Background: an optimization exercise with open tools, aiming at small area and few clock cycles. Do not read the settings as production practice. Where RTL was checked, it was by simulation tests only, not by an equivalence proof against the original. Power and IR drop assume default switching activity.

==> 04-06: inputs <==
// frame_codec
module frame_codec (
    input  wire        clk,
    input  wire        rst,
    input  wire        in_valid,
    input  wire [7:0]  in_data,
    output reg         in_ready,
    output reg         tx_valid,
    output reg  [7:0]  tx_data,
    output reg         tx_last,
    input  wire        tx_ready,
    output reg         dsp_valid,
    output reg  [7:0]  dsp_data,
    output reg         dsp_last,
    input  wire        dsp_ready,
    output reg         rsp_valid,
    output wire [31:0] rsp_data,
    input  wire        rsp_ready
);
clock: 7.0 ns
lec_check: 0
cap_margin: 20
core_margin: 2
core_utilization: 60
cts_buf_list: sky130_fd_sc_hd__clkbuf_16
cts_cluster_diameter: 90
cts_cluster_size: 27
place_density: 0.75
slew_margin: 20
run.sh (not shown) runs the stock make flow with config.mk's settings and CLKGATE_MAP_FILE= SYNTH_SCRIPT=/design/flow/synth_recipe.tcl, a recipe that flattens the netlist after the stock synthesis.
==> 03-01: changes against 04-06 <==
--- a/flow/design.v
+++ b/flow/design.v
@@ -126,10 +126,11 @@
     reg [15:0] tx_crc;
     reg        dsp_pend;        
     reg [7:0]  dsp_type;
     reg [8:0]  dsp_len;
     reg [8:0]  rv;              
+    reg [7:0]  rpos;            
     reg [3:0]  b_status;
     reg [8:0]  b_value;
     reg [7:0]  b_rseq;          
     wire in_fire  = in_valid && in_ready;
     wire tx_fire  = tx_valid && tx_ready;
@@ -143,11 +144,10 @@
     wire [7:0] fr_len    = fr_frag ? frag_size + 8'd2 : rem[7:0];
     wire [7:0] fr_fc     = {3'b000, fr_frag, 1'b0, 1'b1, chk_req, 1'b0};
     wire [15:0] rem_next = rem - {8'h00, fr_take};
     wire [7:0] wtap_pos = tcnt - wv[7:0] + 8'd1;
     wire       can_wr   = (wtap_pos[LW-1:0] == {LW{1'b0}}) && w_room;
-    wire [7:0] rpos     = tcnt - rv[7:0];
     wire       r_align  = (rpos[LR-1:0] == {LR{1'b0}});
     wire [7:0] rd_byte  = ring[{rpos[7:LR], {LR{1'b0}}, 3'b000} +: 8];
     wire       rd_avail = r_align && (src != SRC_RNG || f_state != F_SEND || wv != rv);
     localparam [2:0] RP_HDR = 3'd0, RP_PAY = 3'd1, RP_CLO = 3'd2, RP_CHI = 3'd3, RP_END = 3'd4;
     wire       rx_hdr3  = (f_state == F_RX) && (rx_ph == RP_HDR) && (bidx == 2'd3);
@@ -299,11 +299,11 @@
     wire [8:0] a_vb       = place(vh, tcnt, (f_state == F_RX && rx_frag) ? 3'd4 : 3'd2);
     wire [8:0] wv_nx = alloc_send ? a_vb :
                        (rx_hdr3 && in_fire) ?
                            (ctx_valid ? vn + ctx_offset : a_vb) :
                        (in_fire && (f_state == F_SEND || is_data || hdr_wr)) ? wv + 9'd1 : wv;
-    wire [8:0] w_dist_nx = wv_nx - ((rv == vh) ? vn : rv);
+    wire [8:0] w_dist_nx = wv_nx - ((rv == vh && vh != wv) ? vn : rv);
     reg [JW-1:0] pj;
     always @(*) begin
         pj = {JW{1'b0}};
         if (commit) begin
             pj[1:0]   = J_RECV;
@@ -354,10 +354,14 @@
                             (jq[jq_tl][4:2] != 3'd7) && !(h_pop && jq_n == 4'd1);
     wire          q_push  = push && !merge && !(take && jq_empty);
     wire [JW-1:0] q_new   = simple ? {1'b0, 7'h00, o_msg, 5'h00, 3'd0, J_RUN} : pj;
     wire [2:0]    tl_cnt  = jq[jq_tl][4:2];
     wire [7:0]    tl_bit  = 8'd1 << ((h_dec && jq_n == 4'd1) ? tl_cnt : tl_cnt + 3'd1);
+    wire          rv_load = take && ((t_kind == J_SEND && t_sring) || (t_kind == J_RECV && t_dsp));
+    wire          rv_inc  = (b_state == B_HDR && shdr && rd_avail) ||
+                            (b_state == B_PAY && src == SRC_RNG && tx_fire) ||
+                            (b_state == B_DSPP && dsp_fire);
     wire          dq_push = commit && o_dsp && !(take && jq_empty);
     wire          dq_pop  = take && !jq_empty && t_kind == J_RECV && t_dsp;
     assign rsp_data = {7'h00, b_value, 12'h000, b_status};
     always @(*) begin
         in_ready  = 1'b0;
@@ -454,12 +458,14 @@
             dq_n        <= 2'd0;
             s_hdr       <= 1'b0;
             b_rseq      <= 8'h00;
             b_state     <= B_IDLE;
             rv          <= 9'h0;
+            rpos        <= 8'h00;
         end else begin
             tcnt   <= tcnt + 8'd1;
+            rpos   <= rv_load ? tcnt + 8'd1 - t_val[7:0] : rv_inc ? rpos : rpos + 8'd1;
             wv     <= wv_nx;
             w_room <= !w_dist_nx[8];
             if (alloc_rx || alloc_send)
                 vn <= a_vb;
             case (b_state)
@@ -621,10 +627,12 @@
             case (f_state)
                 F_CMD: if (in_fire) begin
                     bidx <= bidx + 2'd1;
                     if (bidx == 2'd0)
                         s_hdr <= c0_send;
+                    if (hdr_wr)
+                        vh <= wv + 9'd1;
                     if (bidx == 2'd3) begin
                         cnt     <= {in_data, cmd[23:16]};
                         f_state <= F_WAIT;    
                     end else
                         cmd <= {in_data, cmd[23:8]};
@@ -640,15 +648,14 @@
                     cnt <= cnt - 16'd1;
                     if (cnt == 16'd1)
                         f_state <= F_CMD;
                 end
                 F_SEND: if (in_fire) begin
-                    cnt    <= cnt - 16'd1;
-                    if (cnt == 16'd1) begin
-                        vh      <= wv + 9'd1;
+                    cnt <= cnt - 16'd1;
+                    vh  <= wv + 9'd1;
+                    if (cnt == 16'd1)
                         f_state <= F_CMD;
-                    end
                 end
                 F_RX: if (in_fire) begin
                     cnt   <= cnt - 16'd1;
                     rx_ph <= rx_ph_nx;
                     case (rx_ph)
==> 11-14: changes against 04-06 <==
--- a/flow/design.v
+++ b/flow/design.v
@@ -16,14 +16,15 @@
     output wire [31:0] rsp_data,
     input  wire        rsp_ready
 );
     localparam PW = 16;                 
     localparam LW = 4;                  
-    localparam PR = 8;                  
-    localparam LR = 3;                  
+    localparam PR = 4;                  
+    localparam LR = 2;                  
     localparam JQ_DEPTH = 6;            
     localparam DQ_DEPTH = 3;            
+    localparam SQ_DEPTH = 3;            
     localparam [7:0]  DEFAULT_FRAG_SIZE = 8'd16;
     localparam [3:0] ST_OK           = 4'h0;
     localparam [3:0] ST_SEQ_MISMATCH = 4'h1;
     localparam [3:0] ST_CHECKSUM     = 4'h2;
     localparam [3:0] ST_FRAG_OVERRUN = 4'h3;
@@ -113,14 +114,14 @@
     reg        w_room;          
     reg [JW-1:0] jq [0:JQ_DEPTH-1];
     reg [3:0]  jq_n;
     reg [16:0] dq [0:DQ_DEPTH-1];    
     reg [1:0]  dq_n;
-    reg        s_hdr;           
+    reg [23:0] sq [0:SQ_DEPTH-1];    
+    reg [1:0]  sq_n;
     reg [2:0]  b_state;
     reg [1:0]  hidx;
-    reg        shdr;            
     reg [1:0]  src;
     reg [7:0]  msg_type;
     reg [15:0] rem;             
     reg [7:0]  pcnt;            
     reg [15:0] tx_crc;
@@ -161,11 +162,11 @@
             RP_PAY:  rx_ph_nx = (prem == 8'd1) ? pay_end : RP_PAY;
             RP_CLO:  rx_ph_nx = RP_CHI;
             default: rx_ph_nx = RP_END;
         endcase
     end
-    wire       need_wr  = (is_data && !wa[8]) || (f_state == F_SEND) || hdr_wr;
+    wire       need_wr  = (is_data && !wa[8]) || (f_state == F_SEND);
     wire       wr_en    = in_valid && need_wr && can_wr;
     function [8:0] place;
         input [8:0] head;
         input [7:0] t;
         input [2:0] d;
@@ -246,13 +247,13 @@
             end
         end
     end
     wire [8:0] o_vb  = vn;
     wire [8:0] o_len = ctx_valid ? ctx_total : wa;
-    wire       send_ring = s_hdr;
+    wire       send_ring = !ctx_valid;
     wire       p_send    = fe_go && c_sendok && !rx_done &&
-                           (send_ring ? !jq_full : be_idle);
+                           (send_ring ? !jq_full && sq_n != SQ_DEPTH : be_idle);
     wire       p_resp    = (f_state == F_WAIT) && f_rsp && !rx_done && !jq_full;
     wire       p_small   = fe_go && !c_data && !rx_done && !jq_full;
     wire       push      = commit || p_send || p_resp || p_small;
     reg  [3:0] sm_status;
     reg        sm_frag, sm_sec, sm_reset, sm_rd;
@@ -290,19 +291,17 @@
                 endcase
             end
         endcase
     end
     wire       alloc_rx   = rx_hdr3 && in_fire && !ctx_valid;
-    wire       c0_is_send = (f_state == F_CMD) && (bidx == 2'd0) && (in_data == {4'h0, OP_SEND});
-    wire       c0_send    = c0_is_send && enabled && !ctx_valid;
-    wire       alloc_send = c0_send && in_fire;
-    wire       hdr_wr     = (f_state == F_CMD) && s_hdr;
+    wire       alloc_send = p_send && send_ring && (c_len != 16'h0);
     wire [8:0] a_vb       = place(vh, tcnt, (f_state == F_RX && rx_frag) ? 3'd4 : 3'd2);
-    wire [8:0] wv_nx = alloc_send ? a_vb :
+    wire [8:0] s_vb       = a_vb;
+    wire [8:0] wv_nx = (p_send && c_len != 16'h0) ? s_vb :
                        (rx_hdr3 && in_fire) ?
                            (ctx_valid ? vn + ctx_offset : a_vb) :
-                       (in_fire && (f_state == F_SEND || is_data || hdr_wr)) ? wv + 9'd1 : wv;
+                       (in_fire && (f_state == F_SEND || is_data)) ? wv + 9'd1 : wv;
     wire [8:0] w_dist_nx = wv_nx - ((rv == vh) ? vn : rv);
     reg [JW-1:0] pj;
     always @(*) begin
         pj = {JW{1'b0}};
         if (commit) begin
@@ -313,11 +312,11 @@
             pj[8]     = !rx_size_bad && !rx_seq_bad;
             pj[9]     = o_dsp;
             pj[18:10] = o_vb;
         end else if (p_send) begin
             pj[1:0]   = J_SEND;
-            pj[18:10] = vn;
+            pj[18:10] = s_vb;
         end else if (p_small) begin
             pj[1:0]   = J_RSP;
             pj[5:2]   = sm_status;
             pj[6]     = sm_frag || (sm_rd && c_arg[2:0] == 3'd4);
             pj[7]     = sm_sec || (sm_rd && c_arg[2:0] == 3'd3);
@@ -340,14 +339,18 @@
     wire          t_acc  = tj[8];
     wire          t_dsp  = tj[9];
     wire          t_rd   = tj[9];
     wire [8:0]    t_val  = tj[18:10];
     wire [16:0]   p_dd    = {o_len, ctx_valid ? ctx_type : rx_type};
+    wire [23:0]   p_sd    = {c_len, c_arg};
     wire [16:0]   t_dd    = jq_empty ? p_dd : dq[0];
+    wire [23:0]   t_sd    = jq_empty ? p_sd : sq[0];
     wire [7:0]    t_dtype = t_dd[7:0];
     wire [8:0]    t_dlen  = t_dd[16:8];
-    wire          t_sring = !jq_empty || send_ring;    
+    wire          t_sring = !jq_empty || send_ring;
+    wire [7:0]    t_stype = t_sd[7:0];
+    wire [15:0]   t_slen  = t_sd[23:8];
     wire [3:0]    jq_tl   = jq_n - 4'd1;
     wire          h_pop   = take && !jq_empty && !h_more;
     wire          h_dec   = take && h_more;
     wire          simple  = commit && (o_status == ST_OK) && !o_dsp;
     wire          merge   = simple && !jq_empty && (jq[jq_tl][1:0] == J_RUN) &&
@@ -356,10 +359,12 @@
     wire [JW-1:0] q_new   = simple ? {1'b0, 7'h00, o_msg, 5'h00, 3'd0, J_RUN} : pj;
     wire [2:0]    tl_cnt  = jq[jq_tl][4:2];
     wire [7:0]    tl_bit  = 8'd1 << ((h_dec && jq_n == 4'd1) ? tl_cnt : tl_cnt + 3'd1);
     wire          dq_push = commit && o_dsp && !(take && jq_empty);
     wire          dq_pop  = take && !jq_empty && t_kind == J_RECV && t_dsp;
+    wire          sq_push = p_send && !(take && jq_empty);
+    wire          sq_pop  = take && !jq_empty && t_kind == J_SEND;
     assign rsp_data = {7'h00, b_value, 12'h000, b_status};
     always @(*) begin
         in_ready  = 1'b0;
         tx_valid  = 1'b0;
         tx_data   = 8'h00;
@@ -367,20 +372,19 @@
         dsp_valid = 1'b0;
         dsp_data  = 8'h00;
         dsp_last  = 1'b0;
         rsp_valid = 1'b0;
         case (f_state)
-            F_CMD:         in_ready = hdr_wr ? can_wr : !(c0_is_send && rx_done);
-            F_DISC:        in_ready = 1'b1;
+            F_CMD, F_DISC: in_ready = 1'b1;
             F_RX:          in_ready = !need_wr || can_wr;
             F_SEND:        in_ready = can_wr;
             F_SDIR:        in_ready = (b_state == B_PAY) && (src == SRC_IN) && tx_ready;
             default: ;
         endcase
         case (b_state)
             B_HDR: begin
-                tx_valid = !shdr;
+                tx_valid = 1'b1;
                 case (hidx)
                     2'd0: tx_data = msg_type;
                     2'd1: tx_data = fr_fc;
                     2'd2: tx_data = send_seq;
                     default: tx_data = fr_len;
@@ -450,36 +454,22 @@
             rx_done     <= 1'b0;
             vh          <= 9'h0;
             vn          <= 9'h0;
             jq_n        <= 4'd0;
             dq_n        <= 2'd0;
-            s_hdr       <= 1'b0;
+            sq_n        <= 2'd0;
             b_rseq      <= 8'h00;
             b_state     <= B_IDLE;
             rv          <= 9'h0;
         end else begin
             tcnt   <= tcnt + 8'd1;
             wv     <= wv_nx;
             w_room <= !w_dist_nx[8];
             if (alloc_rx || alloc_send)
                 vn <= a_vb;
             case (b_state)
-                B_HDR: if (shdr) begin
-                    if (rd_avail) begin
-                        rv   <= rv + 9'd1;
-                        hidx <= hidx + 2'd1;
-                        case (hidx)
-                            2'd0: msg_type   <= rd_byte;
-                            2'd1: rem[7:0]   <= rd_byte;
-                            default: begin
-                                rem[15:8] <= rd_byte;
-                                shdr      <= 1'b0;
-                                hidx      <= 2'd0;
-                            end
-                        endcase
-                    end
-                end else if (tx_fire) begin
+                B_HDR: if (tx_fire) begin
                     hidx <= hidx + 2'd1;
                     if (hidx == 2'd2)
                         tx_crc <= crc16_byte({8'h00, send_seq}, send_seq);
                     if (hidx == 2'd3) begin
                         tx_crc <= crc16_byte(tx_crc, fr_len);
@@ -553,18 +543,17 @@
             endcase
             if (take) begin
                 hidx     <= 2'd0;
                 b_status <= tj[5:2];
                 b_value  <= 9'h0;
-                msg_type <= (t_kind == J_RECV) ? (t_err ? 8'h49 : 8'h00) : c_arg;
+                msg_type <= (t_kind == J_RECV) ? (t_err ? 8'h49 : 8'h00) : t_stype;
                 src      <= (t_kind != J_SEND) ? SRC_INT : t_sring ? SRC_RNG : SRC_IN;
-                rem      <= (t_kind == J_SEND) ? c_len : 16'd1;
-                shdr     <= (t_kind == J_SEND) && t_sring;
+                rem      <= (t_kind == J_SEND) ? t_slen : 16'd1;
                 dsp_pend <= (t_kind == J_RECV) && t_dsp;
                 dsp_type <= t_dtype;
                 dsp_len  <= t_dlen;
-                if ((t_kind == J_SEND && t_sring) || (t_kind == J_RECV && t_dsp))
+                if ((t_kind == J_SEND && t_sring && t_slen != 16'h0) || (t_kind == J_RECV && t_dsp))
                     rv <= t_val;
                 if (t_kind == J_RECV && t_acc)
                     b_rseq <= b_rseq + 8'd1;
                 if (t_kind == J_RSP) begin
                     if (t_rd) begin
@@ -598,10 +587,19 @@
                 dq[dq_pop ? dq_n - 2'd1 : dq_n] <= p_dd;
             if (dq_push && !dq_pop)
                 dq_n <= dq_n + 2'd1;
             else if (!dq_push && dq_pop)
                 dq_n <= dq_n - 2'd1;
+            for (q = 0; q < SQ_DEPTH - 1; q = q + 1)
+                if (sq_pop)
+                    sq[q] <= sq[q + 1];
+            if (sq_push)
+                sq[sq_pop ? sq_n - 2'd1 : sq_n] <= p_sd;
+            if (sq_push && !sq_pop)
+                sq_n <= sq_n + 2'd1;
+            else if (!sq_push && sq_pop)
+                sq_n <= sq_n - 2'd1;
             for (q = 0; q < JQ_DEPTH - 1; q = q + 1)
                 if (h_pop)
                     jq[q] <= jq[q + 1];
             if (h_dec) begin
                 jq[0][17:10] <= {1'b0, jq[0][17:11]} | ((merge && jq_n == 4'd1 && o_msg) ? tl_bit : 8'h00);
@@ -619,12 +617,10 @@
             else if (!q_push && h_pop)
                 jq_n <= jq_n - 4'd1;
             case (f_state)
                 F_CMD: if (in_fire) begin
                     bidx <= bidx + 2'd1;
-                    if (bidx == 2'd0)
-                        s_hdr <= c0_send;
                     if (bidx == 2'd3) begin
                         cnt     <= {in_data, cmd[23:16]};
                         f_state <= F_WAIT;    
                     end else
                         cmd <= {in_data, cmd[23:8]};
@@ -714,17 +710,14 @@
                     bidx        <= 2'd0;
                     cnt         <= c_len;
                     f_state     <= F_RX;
                 end
             end else if (p_send) begin
-                bidx  <= 2'd0;
-                s_hdr <= 1'b0;
-                if (c_len == 16'h0) begin
+                bidx <= 2'd0;
+                if (c_len == 16'h0)
                     f_state <= F_CMD;
-                    if (send_ring)
-                        vh <= wv_nx;         
-                end else begin
+                else begin
                     cnt     <= c_len;
                     f_state <= send_ring ? F_SEND : F_SDIR;
                 end
             end else if (p_resp) begin
                 f_rsp   <= 1'b0;
- CTS_CLUSTER_DIAMETER: 90 -> 80
- CTS_CLUSTER_SIZE: 27 -> 24
==> qor.csv <==
stage,metric,value,unit
clock_network,ctsResizeCount,13,
final_layout,seq_share,0.6305,
logic_synthesis,synth.ff_latch_count,2633,
final_layout,fillCellCount,10190,
logic_synthesis,synth-edff-count,464,
logic_synthesis,synth_fa_ha_area_frac,0.02107,
status,status,finished clean,
final_layout,reg_top3,"ring (2048), jq (140), sq (72)",
logic_synthesis,synthMuxAreaShare,0.06582,
logic_synthesis,yosys.cell_types.count,117,
final_layout,layout_common_cells,"dfxtp_1 (2167), nand2_1 (498), edfxtp_1 (464)",
global_route,met1_usage,0.3966,
floorplanning,tap_cells,1876,
final_layout,n_all_inverters,178,
timing,setup_violations,0,
final_layout,clk_share,0.04492,
The numbers above come from 11-14.

==> qor.csv <==
stage,metric,value,unit
final_layout,drive_above_1_share,0.09857,
final_layout,clk_share,0.03669,
floorplanning,tap_cells,1742,
status,status,finished clean,
timing,relSlewSlack,0.2022,
logic_synthesis,synth_fa_ha_area_frac,0.02243,
logic_synthesis,synth.ff_latch_count,2569,
logic_synthesis,yosys.cell_types.count,110,
logic_synthesis,syn_area,78770,um^2
logic_synthesis,synth-edff-count,393,
clock_network,ctsResizeCount,0,
global_route,met1_usage,0.3798,
global_route,met2_usage,0.4291,
final_layout,seq_share,0.6576,
final_layout,buf_share,0.01468,
logic_synthesis,synthMuxAreaShare,0.06762,
final_layout,layout_common_cells,"dfxtp_1 (2172), edfxtp_1 (393), nor2_1 (378)",
final_layout,reg_top3,"ring (2048), jq (140), dq (51)",
logic_synthesis,synth_xor_area_frac,0.03415,
critical_path,path_buf_inv,5,
The numbers above come from 03-01.

==> qor.csv <==
stage,metric,value,unit
status,status,"complete, but fails checks",
status,check-failures,setup timing,
logic_synthesis,synth-edff-count,393,
logic_synthesis,synthMuxAreaShare,0.06845,
power,combinationalPower,0.00890,W
logic_synthesis,yosys.cell_types.count,102,
global_route,antenna_found_initial,4,
clock_network,ctsResizeCount,1,
timing,layout_setup_ws,-0.03542,ns
final_layout,layout_common_cells,"dfxtp_1 (2167), edfxtp_1 (393), nor2_1 (386)",
global_route,met1_usage,0.4038,
final_layout,clk_share,0.03689,
logic_synthesis,synth.ff_latch_count,2561,
final_layout,seq_share,0.6549,
timing,setup_violations,1,
logic_synthesis,synth_fa_ha_area_frac,0.02205,
floorplanning,tap_cells,1742,
global_route,first_global_vias,43430,
final_layout,fillCellCount,9359,
The numbers above come from 04-06.

Testbench counts of 03-01, summed over its fixed seeds: cycles 44,031.
Testbench counts of 11-14, summed over its fixed seeds: cycles 43,210.
The RTL of 04-06 was laid out without a check of its function.

==> re-timing with driven ports <==
The results above use ideal ports. As a check the final layouts listed here were re-extracted and re-timed, cells and wires unchanged. Step 1 assumes that a clkbuf_16 drives the clock port and a buf_2 every other input. Step 2, shift: input delay + t, output delay - t, t = (earliest + latest rising clock arrival at the registers) / 2. This alone moves slack from input paths to output paths. Three values: ideal, step 1, step 2; two values: the first two.
run | t (ns) | setup slack, ns | worst setup path at the end | clock arrival spread, ns
04-06 | 0.845 | -0.035 / -0.114 / 0.615 | input to register | 0.071 / 0.071
03-01 | 0.838 | 0.709 / 0.636 / 0.690 | input to register | 0.050 / 0.050
11-14 | 0.875 | 0.145 / 0.062 / 0.937 | register to output | 0.078 / 0.078
For 03-01, which loses most, drivers alone change the setup slack by -0.073 ns; drivers and shift together by -0.019 ns.
